Background: an optimization exercise with open tools, aiming at small area, a short achievable clock period and few clock cycles per item. Do not read the settings as production practice.
Function was checked by simulation only, so behaviour that the tests miss may differ from the original.

==> design/flow/design.v <==
module b58_encode (
    input  wire         clk,
    input  wire         rst,
    input  wire         in_valid,
    output wire         in_ready,
    input  wire [5:0]   in_len,
    input  wire [255:0] in_data,
    output wire         out_valid,
    input  wire         out_ready,
    output wire [7:0]   out_char,
    output wire         out_last
);
    localparam integer SIZE = 45;    
    localparam [2:0] S_IDLE  = 3'd0;
    localparam [2:0] S_ZERO  = 3'd1;
    localparam [2:0] S_CONV  = 3'd2;
    localparam [2:0] S_STRIP = 3'd3;
    localparam [2:0] S_ONES  = 3'd4;
    localparam [2:0] S_DIGS  = 3'd5;
    localparam [2:0] S_TERM  = 3'd6;
    function [7:0] alphabet;
        input [5:0] d;
        begin
            if (d < 6'd9)       alphabet = 8'h31 + {2'b00, d};           
            else if (d < 6'd17) alphabet = 8'h41 + {2'b00, d} - 8'd9;    
            else if (d < 6'd22) alphabet = 8'h4A + {2'b00, d} - 8'd17;   
            else if (d < 6'd33) alphabet = 8'h50 + {2'b00, d} - 8'd22;   
            else if (d < 6'd44) alphabet = 8'h61 + {2'b00, d} - 8'd33;   
            else                alphabet = 8'h6D + {2'b00, d} - 8'd44;   
        end
    endfunction
    reg [2:0]   state;
    reg [255:0] data;
    reg [5:0]   len;
    reg [5:0]   i;           
    reg [5:0]   z;           
    reg [5:0]   dig [0:SIZE-1];
    reg [6:0]   j;           
    reg [6:0]   high;
    reg [7:0]   carry;
    reg [5:0]   k;           
    wire [7:0]  cur_byte = data[8 * i +: 8];
    wire [5:0]  jpos  = j[5:0] - 6'd1;
    wire [13:0] acc   = {dig[jpos], 8'd0} + {6'd0, carry};
    wire [7:0]  q     = acc / 14'd58;
    wire [5:0]  r     = acc % 14'd58;
    wire        more  = (j > high) || (carry != 8'd0);
    assign in_ready  = (state == S_IDLE);
    assign out_valid = (state == S_ONES) || (state == S_DIGS) || (state == S_TERM);
    assign out_char  = (state == S_ONES) ? 8'h31 :
                       (state == S_DIGS) ? alphabet(dig[k]) : 8'h00;
    assign out_last  = (state == S_TERM);
    integer n;
    always @(posedge clk) begin
        if (rst) begin
            state <= S_IDLE;
        end else begin
            case (state)
                S_IDLE: begin
                    if (in_valid) begin
                        data  <= in_data;
                        len   <= in_len;
                        i     <= 6'd0;
                        z     <= 6'd0;
                        for (n = 0; n < SIZE; n = n + 1)
                            dig[n] <= 6'd0;
                        state <= S_ZERO;
                    end
                end
                S_ZERO: begin
                    if (i < len && cur_byte == 8'd0) begin
                        i <= i + 6'd1;
                        z <= z + 6'd1;
                    end else begin
                        j     <= SIZE;       
                        high  <= SIZE;
                        carry <= cur_byte;
                        state <= (i < len) ? S_CONV : S_STRIP;
                        k     <= 6'd0;
                    end
                end
                S_CONV: begin
                    if (more) begin
                        dig[jpos] <= r;
                        carry <= q;
                        j     <= j - 7'd1;
                    end else begin
                        high <= j;
                        j    <= SIZE;
                        if (i + 6'd1 < len) begin
                            i     <= i + 6'd1;
                            carry <= data[8 * (i + 6'd1) +: 8];
                        end else begin
                            k     <= 6'd0;
                            state <= S_STRIP;
                        end
                    end
                end
                S_STRIP: begin
                    if (k < SIZE && dig[k] == 6'd0)
                        k <= k + 6'd1;
                    else begin
                        i     <= 6'd0;
                        state <= (z != 6'd0) ? S_ONES : (k < SIZE) ? S_DIGS : S_TERM;
                    end
                end
                S_ONES: begin
                    if (out_ready) begin
                        i <= i + 6'd1;
                        if (i + 6'd1 == z)
                            state <= (k < SIZE) ? S_DIGS : S_TERM;
                    end
                end
                S_DIGS: begin
                    if (out_ready) begin
                        k <= k + 6'd1;
                        if (k == SIZE - 1)
                            state <= S_TERM;
                    end
                end
                S_TERM: begin
                    if (out_ready)
                        state <= S_IDLE;
                end
                default: state <= S_IDLE;
            endcase
        end
    end
endmodule
==> design/flow/run.sh <==
#!/bin/bash
# synth_recipe.tcl (not shown) runs the flow's synth.tcl, then flattens the netlist and writes it again
# the make line also repeats each setting of config.mk as NAME=value (left out here)
make -C /OpenROAD-flow-scripts/flow DESIGN_CONFIG=/design/flow/config.mk WORK_HOME=/design/flow/orfs CLKGATE_MAP_FILE= SYNTH_SCRIPT=/design/flow/synth_recipe.tcl finish
==> design/flow/config.mk <==
export PLATFORM = sky130hd
export DESIGN_NAME = b58_encode
export DESIGN_NICKNAME = b58_encode
export VERILOG_FILES = /design/flow/design.v
export SDC_FILE = /design/flow/constraint.sdc
export NUM_CORES = 4
export LEC_CHECK = 0
export CAP_MARGIN = 20
export CORE_MARGIN = 2
export CORE_UTILIZATION = 40
export SLEW_MARGIN = 20
==> design/flow/constraint.sdc <==
create_clock -name core_clock -period 12.0 [get_ports {clk}]
set_input_delay 2.4000 -clock core_clock [delete_from_list [all_inputs] [get_ports {clk}]]
set_output_delay 2.4000 -clock core_clock [all_outputs]
set_load 0.01 [all_outputs]
==> flow_metrics.tcl <==
set metrics [dict create \
    cpPeakStageDelay_ns 0.83 \
    io_pins 277 \
    status "complete, no violations" \
    fillCellCount 8076 \
    synthFlopType "edfxtp_1" \
    synth_warnings 1 \
    clock_latency_ns 0.66 \
    wl_met1_mm 46.1 \
    wirelength_mm 120 \
    dr.max_layer_used "met5" \
    fp.dieW_um 311 \
    critPathMaxFanout 25 \
    period_needed_ns 11.26 \
    die_area_um2 96400 \
    port_buffers 276 \
    slew_violations 0 \
    cp-startpoint "j[0]$_SDFFCE_PN1P_" \
    dr_total_vias 26742 \
    cts_buffer_depth 3 \
    min_from "k[5]$_DFFE_PP_" \
    synth_edf_count 686 \
    met3_length_mm 9.91 \
    tns_ns 0 \
    synth_seq_cells 695 \
    r2r_setup_slack_ns 0.74 \
    yosysSeqAreaShare_pct 55.3 \
    cts.clk_slew.worst_paths_ns 0.06 \
    rows 112 \
    synth_top_cell_area_share_pct 54.8 \
    ff2ff_path_depth 29 \
    syn-num-nets 3078 \
    yosysTopAreaCell "edfxtp_1" \
    vias_per_cell 6.18 \
    synthArstFlopShare_pct 0 \
    clockRootBuffer "clkbuf_16" \
    crit_path_end_kind "flop" \
    final.period_utilization_pct 93.8 \
    layout_commonest_cell "edfxtp_1" \
    path_class "flop to flop" \
    grtUsageTotal_pct 24.7 \
    fin_ws_ns 0.738 \
    rr_endpoint "dig[52][4]$_DFFE_PP_" \
    synth_cell_types 104 \
    grt_pass1_vias 26837 \
    grt_pass1_wl_mm 178 \
    cts_resized 0 \
    cp.required_ns 12.30 \
    drc 0 \
    start_util_pct 40.3 \
    cts_setup_buffers 0 \
    post-dp-hpwl_mm 85.8 \
    final-setup-viol-count 0 \
    worst_slew_pin_slew_ns 1.07 \
    finClkSkew_ns 0.0231 \
    clock.fmax_mhz 88.8 \
    avgRoutedWirePerCell_um 27.8 \
    drive_gt1_share_pct 17.5 \
    max-cap-violations 0 \
    rsz0062_at_grt "no" \
    cp_slowest_cell "o41ai_4" \
    core-area_um2 93200 \
    cp.arrival_ns 11.56 \
    layout_common_cells "686 x edfxtp_1, 357 x nor2_1, 276 x clkdlybuf4s50_1" \
    maxSlewHeadroom_pct 27.9 \
    hold_viol 0 \
    synth.avg_cell_area_um2 13.5 \
    antenna_found_initial 18 \
    routabilityCongestion 0.941 \
    critPathLaunchType "flop" \
    cts_buffers 80 \
    drtIter0Drc 3450 \
    gr-total-overflow 0 \
    final_net_count 3293 \
    whs_path_depth 1 \
    min_path_type "flop to flop" \
    syn2layout_area_growth_pct 17.6 \
    cts_tree "done" \
    clkSinkCount 695 \
    syn_area_um2 37600 \
    worstReg2RegStart "j[0]$_SDFFCE_PN1P_" \
    grt_max_degree 129 \
    syn-instance-count 2782 \
    htree_levels 3 \
    synth_area_leaders "edfxtp_1 55%, mux4_2 15%, mux2i_1 4.0%, nor2_1 3.6%, nand2_1 2.7%" \
    cts_hold_buf 0 \
    pre_cts_ws_ns 1.06 \
    fp.dieH_um 311 \
    dr.pass1.iters 8 \
    postRouteAntennaNets 0 \
    wl_met2_mm 59.5 \
]
stage by stage:
stage	instance area (um2)	util (%)	hold WS, ns	cells
2_1_floorplan	37600	-	0.548	2782
3_3_place_gp	41600	44.6	0.579	4169
3_5_place_dp	41600	44.6	0.579	4169
4_1_cts	44200	47.4	0.593	4314
5_1_grt	44200	47.4	0.627	4330
6_report	44200	47.4	0.589	4330
worst max-delay path by stage:
stage                                       to  slack, ns
after floorplan              data[0]$_DFFE_PP_       3.18
after global placement    dig[50][4]$_DFFE_PP_       1.18
after detailed placement  dig[52][4]$_DFFE_PP_       1.06
after CTS                 dig[46][4]$_DFFE_PP_       0.98
after global routing      dig[46][4]$_DFFE_PP_       0.09
final                     dig[52][4]$_DFFE_PP_       0.74
routing by layer:
metal | global-route usage (%) | vias up
met4 | 10.4 | 4
met3 | 4.60 | 261
li1 | - | 11426
met1 | 31.9 | 13588
met5 | 0 | -
met2 | 40.9 | 1463
Yosys cell counts, types with 10 or more instances:
library cell  number
xnor2_1           28
mux2i_1          150
ha_1              30
edfxtp_1         686
o22ai_1           20
buf_4             12
o21ai_0           91
and3_1            58
a21o_1            12
mux2_2            30
clkbuf_1         108
or3_1             10
mux4_2           258
buf_1             31
a221oi_1          55
nor2_1           358
nor4_1            10
a31oi_1           14
buf_2             46
nand2_1          275
nand4_1           15
nor2b_1           11
xor2_1            13
nand2b_1          17
nor3_1            36
inv_1             42
a21oi_1           66
nand3_1           44
a22oi_1           31
o221ai_1          11
sequential cells by signal, indices dropped and copies added (netlist names), named ones only:
name   cells
j          7
state      3
k          6
data     256
i          6
carry      8
dig      384
z          6
high       7
len        6
cell families after synthesis:
group	synth area share, %
AO/OA/AOI/OAI	8.38
flip-flops	55.3
XOR/XNOR	1.22
buffers and inverters	3.14
AND/OR/NAND/NOR	10.5
multiplexers	20.4
adder cells (fa/ha/maj)	1.11
critical path: cells and delay by family, from the launching register on:
family	cells	cell delay (ns)
buffers and inverters	4	1.09
AOI/OAI and AO/OA	15	5.60
DFF	1	0.40
xor gates and xnor gates	2	0.96
adders and majority gates	1	0.32
and+or+nand+nor	7	2.47
final cells by class:
type	count	area (um2)	share of cell area (%)
multi-input cells	1828	15700	35.5
flip-flops and latches	695	20800	47.0
clock inverters	49	423	0.956
repair buffers	342	3340	7.55
diodes	16	40.0	0.0906
well taps	1254	1570	3.55
clock buffers	96	2150	4.85
inverters	50	195	0.441
Testbench counts, summed over its fixed seeds: cycles 111,625, items 192.

==> what the ideal ports hide <==
The results above use ideal ports. As a check the final layout listed here was re-extracted and re-timed, cells and wires unchanged. Step 1 assumes that a clkbuf_16 drives the clock port and a buf_2 every other input. Step 2 also shifts input and output timing later by t, the mid clock arrival at the registers, as if the neighbouring blocks saw the same clock. a / b / c = ideal / step 1 / step 2; a / b = the first two.
t (ns): 0.705
setup slack, ns: 0.738 / 0.738 / 0.738
hold slack, ns: 0.589 / 0.589 / 0.589
clock arrival spread, ns: 0.023 / 0.024
slew at the worst register clock pin (ns): 0.06 / 0.06
After both steps setup and hold are still met in this run. The setup slack of this run moves by 0.000 ns with the drivers and by 0.000 ns with both steps.
